This design comes from an exercise in tuning for small area, a short achievable clock period and few clock cycles on the open sky130 flow, not from production work.
Where RTL was checked, it was by simulation tests only, not by an equivalence proof against the original.
Power is estimated from default activity; no workload was simulated.

Design fsq_table_engine, start of the top module:
module fsq_table_engine (
    input  wire        clk,
    input  wire        rst,
    input  wire        cmd_valid,
    output wire        cmd_ready,
    input  wire [3:0]  cmd_op,
    input  wire [7:0]  cmd_a,
    input  wire [7:0]  cmd_b,
    output wire        rsp_valid,
    output wire [3:0]  rsp_err,
    output wire [2:0]  rsp_sub,
    output wire [7:0]  rsp_arg,
    output wire [16:0] rsp_result,
    output wire        rsp_tv,
    output wire [2:0]  rsp_k,
    output wire [2:0]  rsp_b
);
Size in the first run: about 2400 cells after synthesis, about 64 I/O pins.
==> flow/config.mk <==
export PLATFORM = sky130hd
export DESIGN_NAME = fsq_table_engine
export DESIGN_NICKNAME = fsq_table_engine
export VERILOG_FILES = /design/flow/design.v
export SDC_FILE = /design/flow/constraint.sdc
export NUM_CORES = 8
export LEC_CHECK = 0
export CAP_MARGIN = 20
export CORE_MARGIN = 2
export CORE_UTILIZATION = 65
export PLACE_DENSITY = 0.75
export SETUP_SLACK_MARGIN = 5
export SLEW_MARGIN = 20
==> flow/constraint.sdc <==
create_clock -name core_clock -period 10.0 [get_ports {clk}]
set_input_delay 2.0000 -clock core_clock [delete_from_list [all_inputs] [get_ports {clk}]]
set_output_delay 2.0000 -clock core_clock [all_outputs]
set_load 0.01 [all_outputs]
run.sh (not shown) runs the stock make flow with config.mk's settings and CLKGATE_MAP_FILE= SYNTH_SCRIPT=/design/flow/synth_recipe.tcl, a recipe that flattens the netlist after the stock synthesis.
Edit:
Settings changed: CORE_UTILIZATION 65 to 45, PLACE_DENSITY 0.75 to 0.6.
=>
- non-clock buffer count is higher by 8
- power climbs by 3.2%
- count of clock-buffer cells in the layout is higher by 2
- via count went down by 2.7%
- global-route usage went down by 11 points
- utilization decreases by 21 points
No functional check of the RTL was part of any run of this note.

* * *

fsq_table_engine, a different RTL version from the one above (not shown whole).
Size: about 500 flip-flops, about 64 I/O pins.
==> flow/config.mk <==
export PLATFORM = sky130hd
export DESIGN_NAME = fsq_table_engine
export DESIGN_NICKNAME = fsq_table_engine
export VERILOG_FILES = /design/flow/design.v
export SDC_FILE = /design/flow/constraint.sdc
export NUM_CORES = 8
export LEC_CHECK = 0
export CAP_MARGIN = 20
export CORE_MARGIN = 2
export CORE_UTILIZATION = 45
export CTS_CLUSTER_DIAMETER = 100
export CTS_CLUSTER_SIZE = 25
export PLACE_DENSITY = 0.7
export SLEW_MARGIN = 20
==> flow/constraint.sdc <==
create_clock -name core_clock -period 10.0 [get_ports {clk}]
set_input_delay 2.0000 -clock core_clock [delete_from_list [all_inputs] [get_ports {clk}]]
set_output_delay 2.0000 -clock core_clock [all_outputs]
set_load 0.01 [all_outputs]
standard.sh (not shown) runs the stock make flow with config.mk's settings and CLKGATE_MAP_FILE= SYNTH_SCRIPT=/design/flow/synth_recipe.tcl, a recipe that flattens the netlist after the stock synthesis.
==> flow/flow/run.sh <==
#!/bin/bash
set -euo pipefail
bash standard.sh synth > flow_synth.log 2>&1
bash standard.sh SETUP_SLACK_MARGIN=7.0 finish > flow_finish.log 2>&1
The first run went through all stages and came out clean.
Next try:
Settings changed: PLACE_DENSITY 0.7 to 0.6.
=> The new run passed the timing, DRC and antenna checks; die area does not change; synthesized cell count does not change; register-to-register slack loses 0.05 ns; wire length increases by 4.0%; power increases by 0.58%; fmax decreases by 0.72%; worst setup slack loses 0.023 ns; global-route usage increases by 1.1 points; sequential cell count stays the same.
Next try:
==> flow/flow/run.sh (replaced) <==
#!/bin/bash
set -euo pipefail
bash standard.sh synth > flow_synth.log 2>&1
bash standard.sh SETUP_SLACK_MARGIN=6.95 SKIP_GATE_CLONING=1 finish > flow_finish.log 2>&1
Settings changed: CAP_MARGIN 20 to 0, CORE_UTILIZATION 45 to 50, SLEW_MARGIN 20 to 0.
Effect:
- The new run finished clean
- routed wire length goes down by 5.0%
- non-clock buffer count came out lower by 32
- setup slack stays flat
- worst hold slack improved by 0.011 ns
- sequential cell count stays the same
- maximum frequency stays flat
- core utilization rose by 4.5 points
- final cell count falls by about 4%
- cell area went down by 3.2%
- via count falls by about 2.6%
Next try:
==> flow/flow/run.sh (replaced) <==
#!/bin/bash
set -euo pipefail
bash standard.sh synth > flow_synth.log 2>&1
bash standard.sh SETUP_SLACK_MARGIN=7.0 finish > flow_finish.log 2>&1
Settings changed: CORE_UTILIZATION 50 to 45.
Effect:
- total power went up by 0.43%
- clock power is about the same
- sequential power is about the same
Function was not checked in any run of this note: the RTL went through the layout flow alone.

* * *

Another version of the RTL of fsq_table_engine (not shown whole).
Size in the first run: roughly 64 I/O pins.
Settings: LEC_CHECK=0, CAP_MARGIN=20, CORE_MARGIN=2, CORE_UTILIZATION=45, CTS_CLUSTER_DIAMETER=100, CTS_CLUSTER_SIZE=25, PLACE_DENSITY=0.6, SLEW_MARGIN=20; clock period 10.0 ns.
==> flow/flow/run.sh <==
#!/bin/bash
set -euo pipefail
bash standard.sh synth > flow_synth.log 2>&1
bash standard.sh SETUP_SLACK_MARGIN=6.85 finish > flow_finish.log 2>&1
Change:
==> flow/flow/run.sh (replaced) <==
#!/bin/bash
set -euo pipefail
bash standard.sh synth > flow_synth.log 2>&1
bash standard.sh SETUP_SLACK_MARGIN=7.0 finish > flow_finish.log 2>&1
Worst setup slack is better by 0.12 ns.
Final cell count rose by 2.9%.
Worst hold slack is better by 0.0095 ns.
Sequential share of layout area fell by 2.3 points.
Die area is unchanged.
Routed wire length rose by 3.7%.
Function was not checked in any run of this note: the RTL went through the layout flow alone.

* * *

Another version of the RTL of fsq_table_engine (not shown whole).
Size in the first run: roughly 2500 cells after synthesis, ~550 flip-flops, roughly 64 I/O pins, roughly 30000 um^2 of cells after synthesis.
clock: 10.0 ns
lec_check: 0
cap_margin: 20
core_margin: 2
core_utilization: 45
place_density: 0.6
setup_slack_margin: 5
slew_margin: 20
run.sh (not shown) runs the stock make flow with config.mk's settings and CLKGATE_MAP_FILE= SYNTH_SCRIPT=/design/flow/synth_recipe.tcl, a recipe that flattens the netlist after the stock synthesis.
Stock flow here: none of the scripts above is used.
Then changed:
Settings changed: SETUP_SLACK_MARGIN 5 to unset.
Outcome: The changed run went through all stages and came out clean. Total power barely changes. Synthesized area is unchanged. Design area goes down by 1.6%.
Function was not checked in any run of this note: the RTL went through the layout flow alone.

* * *

== maple ==
fsq_table_engine, a different RTL version from the one above (not shown whole).
Size: roughly 2400 cells after synthesis, roughly 520 flip-flops, roughly 64 I/O pins, ~0.028 mm2 of cells after synthesis.
Settings: LEC_CHECK=0, CAP_MARGIN=0, CORE_MARGIN=2, CORE_UTILIZATION=50, CTS_CLUSTER_DIAMETER=100, CTS_CLUSTER_SIZE=25, PLACE_DENSITY=0.6, SLEW_MARGIN=0; clock period 10.0 ns.
standard.sh (not shown) runs the stock make flow with config.mk's settings and CLKGATE_MAP_FILE= SYNTH_SCRIPT=/design/flow/synth_recipe.tcl, a recipe that flattens the netlist after the stock synthesis.
==> flow/flow/run.sh <==
#!/bin/bash
set -euo pipefail
bash standard.sh synth > flow_synth.log 2>&1
bash standard.sh SETUP_SLACK_MARGIN=6.95 SKIP_GATE_CLONING=1 finish > flow_finish.log 2>&1
maple completed end to end with timing, DRC and antenna clean.
The following lists how xenon was set up differently from maple:
==> flow/flow/run.sh <==
#!/bin/bash
set -euo pipefail
bash standard.sh synth > flow_synth.log 2>&1
bash standard.sh SETUP_SLACK_MARGIN=7.0 finish > flow_finish.log 2>&1
--- a/flow/config.mk
+++ b/flow/config.mk
@@ -8,5 +8,5 @@
 export CAP_MARGIN = 0
 export CORE_MARGIN = 2
-export CORE_UTILIZATION = 50
+export CORE_UTILIZATION = 45
 export CTS_CLUSTER_DIAMETER = 100
 export CTS_CLUSTER_SIZE = 25
### Flow results
Delta (xenon minus maple): sequential group share of total power decreased by 0.4 points relative to the old numbers; total power consumption of the routed design grew by 0.85%; post-CTS resize count now sits higher. xenon ends up with a clock network fraction of design power that is 0.3 points higher than in maple. xenon and maple ended up with roughly the same post-route fraction of the period consumed by the critical path. Summary: with maple as the reference, floorplan core area in xenon moved up by more than 10%.
Modified inputs, onyx compared to xenon
--- a/flow/config.mk
+++ b/flow/config.mk
@@ -6,5 +6,5 @@
 export NUM_CORES = 8
 export LEC_CHECK = 0
-export CAP_MARGIN = 0
+export CAP_MARGIN = 20
 export CORE_MARGIN = 2
 export CORE_UTILIZATION = 45
@@ -12,3 +12,3 @@
 export CTS_CLUSTER_SIZE = 25
 export PLACE_DENSITY = 0.6
-export SLEW_MARGIN = 0
+export SLEW_MARGIN = 20
Results
In terms of final HPWL from detailed placement, onyx and xenon differ only marginally. Proportion of cell area occupied by registers: xenon and onyx compared, lower one is xenon. Taking xenon as the reference, in onyx total power draw fell by 26 uW; routed length on met3 fell by about 10%; per-cell routed wire length fell by 1.1%.
Changes in raven relative to onyx:
--- a/flow/config.mk
+++ b/flow/config.mk
@@ -6,9 +6,9 @@
 export NUM_CORES = 8
 export LEC_CHECK = 0
-export CAP_MARGIN = 20
+export CAP_MARGIN = 0
 export CORE_MARGIN = 2
 export CORE_UTILIZATION = 45
 export CTS_CLUSTER_DIAMETER = 100
 export CTS_CLUSTER_SIZE = 25
-export PLACE_DENSITY = 0.6
-export SLEW_MARGIN = 20
+export PLACE_DENSITY = 0.7
+export SLEW_MARGIN = 0
Notes after the runs:
raven vs onyx, clock skew went down by 16 ps.
Fraction of area in multi-input gates ended up 0.20 points higher on raven than on onyx.
onyx → raven: total clock network power was more or less identical, global-route usage down 1.3 points, layout-stage area growth over the synthesis result now sits higher.
No run of this note included a check of the RTL's function; only the layout flow was run.

* * *

## before
fsq_table_engine, a different RTL version from the one above (not shown whole).
Size: ~2300 cells after synthesis, about 520 flip-flops, ~28000 sq um of cells after synthesis.
clock: 10.0 ns
lec_check: 0
cap_margin: 0
core_margin: 2
core_utilization: 45
cts_cluster_diameter: 100
cts_cluster_size: 25
place_density: 0.6
slew_margin: 0
==> flow/flow/run.sh <==
#!/bin/bash
set -euo pipefail
bash standard.sh synth > flow_synth.log 2>&1
bash standard.sh SETUP_SLACK_MARGIN=7.0 SKIP_GATE_CLONING=1 finish > flow_finish.log 2>&1
before: all stages complete, timing, DRC and antenna checks passed
What after does differently from before at the input level:
# before
export LEC_CHECK = 0
export CAP_MARGIN = 0
export CORE_MARGIN = 2
export CORE_UTILIZATION = 45
export CTS_CLUSTER_DIAMETER = 100
export CTS_CLUSTER_SIZE = 25
export PLACE_DENSITY = 0.6
export SLEW_MARGIN = 0
create_clock -name core_clock -period 10.0 [get_ports {clk}]
# after
export LEC_CHECK = 0
export CAP_MARGIN = 20
export CORE_MARGIN = 2
export CORE_UTILIZATION = 45
export CTS_CLUSTER_DIAMETER = 100
export CTS_CLUSTER_SIZE = 25
export PLACE_DENSITY = 0.6
export SLEW_MARGIN = 20
create_clock -name core_clock -period 10.0 [get_ports {clk}]
==> flow/flow/run.sh <==
#!/bin/bash
set -euo pipefail
bash standard.sh synth > flow_synth.log 2>&1
bash standard.sh SETUP_SLACK_MARGIN=6.85 finish > flow_finish.log 2>&1
Results
- Changes observed in after relative to before: footprint of the flip-flops and latches did not really move; fraction of standard cell area in multi-input logic went down; fraction of met2 tracks used by global routing went down.
- after vs. before: final cell count went up by 20.
- Looking at power, after sits above before.
- Wire length of the first global-routing pass in after vs before: down 4.7%
- The sequential share of layout area was comparable across before and after.
- Diff before -> after: DRC violation total after the first TritonRoute iteration climbed about 12%, reported leakage power climbed about 0.8%, critical path depth climbed 10.
No run of this note included a check of the RTL's function; only the layout flow was run.

* * *

## build 3
fsq_table_engine, a different RTL version from the one above (not shown whole).
Size in the first run: ~2300 cells after synthesis, ~520 flip-flops, about 64 I/O pins, about 28000 um^2 of cells after synthesis.
export LEC_CHECK = 0
export CAP_MARGIN = 0
export CORE_MARGIN = 2
export CORE_UTILIZATION = 60
export CTS_CLUSTER_DIAMETER = 100
export CTS_CLUSTER_SIZE = 25
export PLACE_DENSITY = 0.6
export SLEW_MARGIN = 0
create_clock -name core_clock -period 10.0 [get_ports {clk}]
==> flow/flow/run.sh <==
#!/bin/bash
set -euo pipefail
bash standard.sh synth > flow_synth.log 2>&1
bash standard.sh SETUP_SLACK_MARGIN=7.0 SKIP_GATE_CLONING=1 finish > flow_finish.log 2>&1
Testbench counts of build 3, summed over its fixed seeds: cycles 14,700.
> inputs changed (build 3 -> build 37)
Settings: CORE_UTILIZATION now 45, was 60; SLEW_MARGIN now 20, was 0; CAP_MARGIN now 20, was 0.
==> flow/flow/run.sh <==
#!/bin/bash
set -euo pipefail
bash standard.sh synth > flow_synth.log 2>&1
bash standard.sh SETUP_SLACK_MARGIN=6.85 finish > flow_finish.log 2>&1
Notes after the runs:
- Build 37: flow completed, timing, DRC and antenna clean
- Top fanout value on the critical path ends up lower on build 3.
- Build 3 reports its end point of the critical path as rsp_result[2] while build 37 reports kslot_f[26]$_DFFE_PP_.
- Fraction of layout instances using a drive strength above 1 (build 37 over build 3): increase, 0.90 points
- Compared with build 3, in build 37 first-iteration DRC count moved down; utilization fell by 17 points; non-clock buffer count rose 22.
- Build 37 gives more first-pass GRT wire length than build 3 did.
- Build 37 vs build 3 — multi-input gate share of the layout cell area dropped 0.69 points.
- [diff] worst path setup slack after routing, build 37 relative to build 3: regression
- Between build 3 and build 37, the fraction of area in non-clock buffers does not differ in any meaningful way.
- Comparing arrival time of data at the critical path endpoint for build 37 and build 3, the smaller number came from build 3.
Here is what was changed in the inputs of build 46 compared with build 37.
Settings: CAP_MARGIN now 0, was 20; CORE_UTILIZATION now 53, was 45; SLEW_MARGIN now 0, was 20.
==> flow/flow/run.sh <==
#!/bin/bash
set -euo pipefail
bash standard.sh synth > flow_synth.log 2>&1
bash standard.sh SETUP_SLACK_MARGIN=6.95 SKIP_GATE_CLONING=1 finish > flow_finish.log 2>&1
Findings:
In the tables for build 37 and build 46, time the worst path needs with I/O delays and setup reads higher with build 37. Between build 37 and build 46, global-route usage increased. On multi-input combinational cell area: between build 37 and build 46, it ends up higher for build 37. Lower worst hold slack goes to build 46 over build 37.
Modified inputs, build 90 compared to build 46
Settings: CAP_MARGIN changed from 0 to 20; ABC_AREA newly set to 1; SLEW_MARGIN changed from 0 to 20; CORE_UTILIZATION changed from 53 to 45.
==> flow/flow/run.sh <==
#!/bin/bash
set -euo pipefail
bash standard.sh synth > flow_synth.log 2>&1
bash standard.sh SETUP_SLACK_MARGIN=7.0 finish > flow_finish.log 2>&1
--- outcome ---
Build 90 did not stop at any stage, and its layout met the timing, DRC and antenna checks. In summary, build 46 completed successfully, with a layout that passed the timing, DRC and antenna checks. Between build 46 and build 90, number of instances in the synthesized netlist increased. Build 90: average wire per cell in the routed design is 16% lower than what build 46 reported. Between build 46 and build 90, the flow reports layout buffer count excluding clock buffers decreasing by a few percent.

* * *

exp/nickel:
Starting RTL as in the previous note.
export LEC_CHECK = 0
export CAP_MARGIN = 0
export CORE_MARGIN = 2
export CORE_UTILIZATION = 45
export CTS_CLUSTER_DIAMETER = 100
export CTS_CLUSTER_SIZE = 25
export PLACE_DENSITY = 0.6
export SLEW_MARGIN = 0
create_clock -name core_clock -period 10.0 [get_ports {clk}]
==> flow/flow/run.sh <==
#!/bin/bash
set -euo pipefail
bash standard.sh synth > flow_synth.log 2>&1
bash standard.sh SETUP_SLACK_MARGIN=7.1 SKIP_GATE_CLONING=1 finish > flow_finish.log 2>&1
exp/nickel reached the end of the flow, and the finished layout is clean on the timing, DRC and antenna checks.
Testbench counts of exp/nickel, summed over its fixed seeds: cycles 14,700.
--- input diff exp/nickel..exp/yarrow ---
Settings: CORE_UTILIZATION changed from 45 to 48.
==> flow/flow/run.sh <==
#!/bin/bash
set -euo pipefail
bash standard.sh synth > flow_synth.log 2>&1
bash standard.sh SETUP_SLACK_MARGIN=6.95 SKIP_GATE_CLONING=1 finish > flow_finish.log 2>&1
--- outcome ---
Across both runs, total power after layout was lower for exp/yarrow than for exp/nickel.
Setup slack: exp/yarrow more than exp/nickel
The run showing the greater total met2 wirelength after detailed routing is exp/nickel.
Comparing register-to-register slack for exp/yarrow and exp/nickel, the smaller number came from exp/yarrow.
Clock skew, exp/yarrow and exp/nickel, lower one = exp/yarrow.
Between exp/yarrow and exp/nickel, chip width is higher for exp/nickel, exp/yarrow comes in under that.
Looking at final instance count without filler cells across exp/yarrow and exp/nickel, the one that comes out lower is exp/yarrow.
Inputs modified between exp/yarrow and exp/pepper:
Settings: CORE_UTILIZATION now 50, was 48; ABC_AREA now 1, previously not set.
==> notes.md <==
- exp/pepper closes out successfully: all stages finished, all timing, DRC and antenna checks passed.
- Comparing exp/yarrow with exp/pepper, the area of the die came out essentially unchanged.
- On post-route minimum period: between exp/pepper and exp/yarrow, it ends up higher for exp/yarrow.
- exp/pepper vs exp/yarrow, category of the critical setup timing path: register to output pin vs register to register
- On clock network latency to the later pin of the worst-skew pair, the higher figure sits with exp/pepper, not exp/yarrow.
- On share of total power in the clock network, the higher figure sits with exp/pepper, not exp/yarrow.
- The critical-path cell with the highest stage delay comes out sky130_fd_sc_hd__dfxtp_1 in one run and sky130_fd_sc_hd__o31ai_1 in the other, namely in exp/pepper and exp/yarrow respectively.
The following lists how exp/umber was set up differently from exp/pepper:
Settings: ABC_AREA removed (was 1).
==> flow/flow/run.sh <==
#!/bin/bash
set -euo pipefail
bash standard.sh synth > flow_synth.log 2>&1
bash standard.sh SETUP_SLACK_MARGIN=7.0 SKIP_GATE_CLONING=1 finish > flow_finish.log 2>&1
### Flow results
- exp/umber vs. exp/pepper: inverter count went down by 82%.
- Compared to exp/pepper, exp/umber has clock-buffer cell count about 2.4% higher.
- On finished layout cell area: exp/umber sits below exp/pepper.
- Changes observed in exp/umber relative to exp/pepper: die span in y decreased by 1.9% relative to the old numbers; remaining max-slew budget at the tightest pin increased by 10 points relative to the old numbers.
- Compare exp/pepper and exp/umber | wire length on met1 higher: exp/pepper
- Of the two values seen for critical path capture point, rsp_arg[7] was produced by exp/pepper and rsp_result[9] by exp/umber.
- exp/umber against exp/pepper: routed wire length on met2 dropped 4.8 mm, total of max-cap violations flat, growth of design area from synthesis to finish +2.3 points.
Input changes introduced in exp/quartz (baseline for comparison: exp/umber):
Settings: SLEW_MARGIN now 20, was 0; CORE_UTILIZATION now 45, was 50; CAP_MARGIN now 20, was 0.
==> flow/flow/run.sh <==
#!/bin/bash
set -euo pipefail
bash standard.sh synth > flow_synth.log 2>&1
bash standard.sh SETUP_SLACK_MARGIN=6.7 finish > flow_finish.log 2>&1
### Flow results
Summary of exp/quartz over exp/umber: relative slew slack went up; wire length reported by the detailed router shrank by 1.4 mm.
Relative to exp/umber, clock network power increased by about 5% in exp/quartz.
exp/quartz and exp/umber ended up with roughly the same clock transition at the registers of the reported paths.
Compared with exp/umber, exp/quartz shows a part of the total power dissipated in the clock network that is 1.1 points higher.
Going from exp/umber to exp/quartz, the clock network latency to the later pin of the worst-skew pair was found to have gone up by 0.03 ns.
Adder and majority cell fraction of the synthesized area delta (exp/quartz -> exp/umber): insignificant

-- what the ideal ports hide --
No port has a modelled driver above. Below, the same layouts with a new extraction and two added sets of constraints.
Step 1, drivers: a clkbuf_16 drives clk and a buf_2 each remaining input, both assumed.
Step 2 also shifts input and output timing later by t, the mid clock arrival at the registers, as if the neighbouring blocks saw the same clock.
a / b / c = ideal / step 1 / step 2; a / b = the first two.
| run | shift t [ns] | setup slack, ns | worst hold slack (ns) | clock arrival spread, ns | pins driven straight from the clock port |
|---|---|---|---|---|---|
| the first run of note 1 | 0.703 | 5.318 / 5.318 / 5.318 | 0.481 / 0.481 / 0.481 | 0.027 / 0.028 | 1 |
| the second run of note 1 | 0.715 | 5.318 / 5.318 / 5.318 | 0.462 / 0.462 / 0.462 | 0.030 / 0.030 | 1 |
| the first run of note 2 | 0.677 | 6.894 / 6.827 / 6.286 | 0.503 / 0.503 / 0.503 | 0.039 / 0.039 | 1 |
| the second run of note 2 | 0.677 | 6.872 / 6.867 / 6.278 | 0.485 / 0.485 / 0.485 | 0.034 / 0.035 | 1 |
| the third run of note 2 | 0.673 | 6.873 / 6.812 / 6.340 | 0.496 / 0.496 / 0.496 | 0.029 / 0.029 | 1 |
| the fourth run of note 2 | 0.671 | 6.935 / 6.880 / 6.277 | 0.494 / 0.494 / 0.494 | 0.037 / 0.037 | 1 |
| the first run of note 3 | 0.661 | 6.719 / 6.719 / 6.289 | 0.520 / 0.520 / 0.520 | 0.025 / 0.025 | 1 |
| the second run of note 3 | 0.663 | 6.839 / 6.818 / 6.272 | 0.530 / 0.530 / 0.530 | 0.045 / 0.045 | 1 |
| the first run of note 4 | 0.697 | 5.116 / 5.116 / 4.742 | 0.479 / 0.479 / 0.479 | 0.029 / 0.029 | 1 |
| the second run of note 4 | 0.701 | 4.038 / 4.038 / 4.038 | 0.479 / 0.479 / 0.479 | 0.034 / 0.034 | 1 |
| maple | 0.671 | 6.867 / 6.806 / 6.333 | 0.472 / 0.472 / 0.472 | 0.037 / 0.037 | 1 |
| xenon | 0.665 | 6.880 / 6.818 / 6.400 | 0.510 / 0.510 / 0.510 | 0.028 / 0.028 | 1 |
| onyx | 0.677 | 6.858 / 6.795 / 6.396 | 0.548 / 0.548 / 0.548 | 0.044 / 0.044 | 1 |
| raven | 0.665 | 6.881 / 6.823 / 6.286 | 0.555 / 0.555 / 0.555 | 0.029 / 0.029 | 1 |
| before | 0.667 | 6.874 / 6.813 / 6.300 | 0.495 / 0.495 / 0.495 | 0.029 / 0.028 | 1 |
| after | 0.686 | 6.734 / 6.734 / 6.220 | 0.513 / 0.513 / 0.513 | 0.035 / 0.035 | 1 |
| build 3 | 0.674 | 6.862 / 6.804 / 6.233 | 0.540 / 0.540 / 0.540 | 0.023 / 0.022 | 1 |
| build 37 | 0.677 | 6.833 / 6.803 / 6.235 | 0.546 / 0.546 / 0.546 | 0.047 / 0.046 | 1 |
| build 46 | 0.653 | 6.869 / 6.811 / 6.353 | 0.515 / 0.515 / 0.515 | 0.057 / 0.056 | 1 |
| build 90 | 0.701 | 6.863 / 6.801 / 6.340 | 0.512 / 0.512 / 0.512 | 0.040 / 0.039 | 1 |
| exp/nickel | 0.659 | 6.860 / 6.803 / 6.322 | 0.464 / 0.464 / 0.464 | 0.055 / 0.055 | 1 |
| exp/yarrow | 0.671 | 6.872 / 6.820 / 6.255 | 0.543 / 0.543 / 0.543 | 0.023 / 0.023 | 1 |
| exp/pepper | 0.700 | 6.905 / 6.841 / 6.422 | 0.519 / 0.519 / 0.519 | 0.040 / 0.040 | 1 |
| exp/umber | 0.661 | 6.867 / 6.810 / 6.352 | 0.562 / 0.562 / 0.562 | 0.023 / 0.023 | 1 |
| exp/quartz | 0.681 | 6.719 / 6.659 / 6.177 | 0.478 / 0.478 / 0.478 | 0.055 / 0.055 | 1 |
After both steps every run listed still meets setup and hold. The setup slack of the fourth run of note 2, which loses most, moves by -0.055 ns with the drivers and by -0.658 ns with both steps.
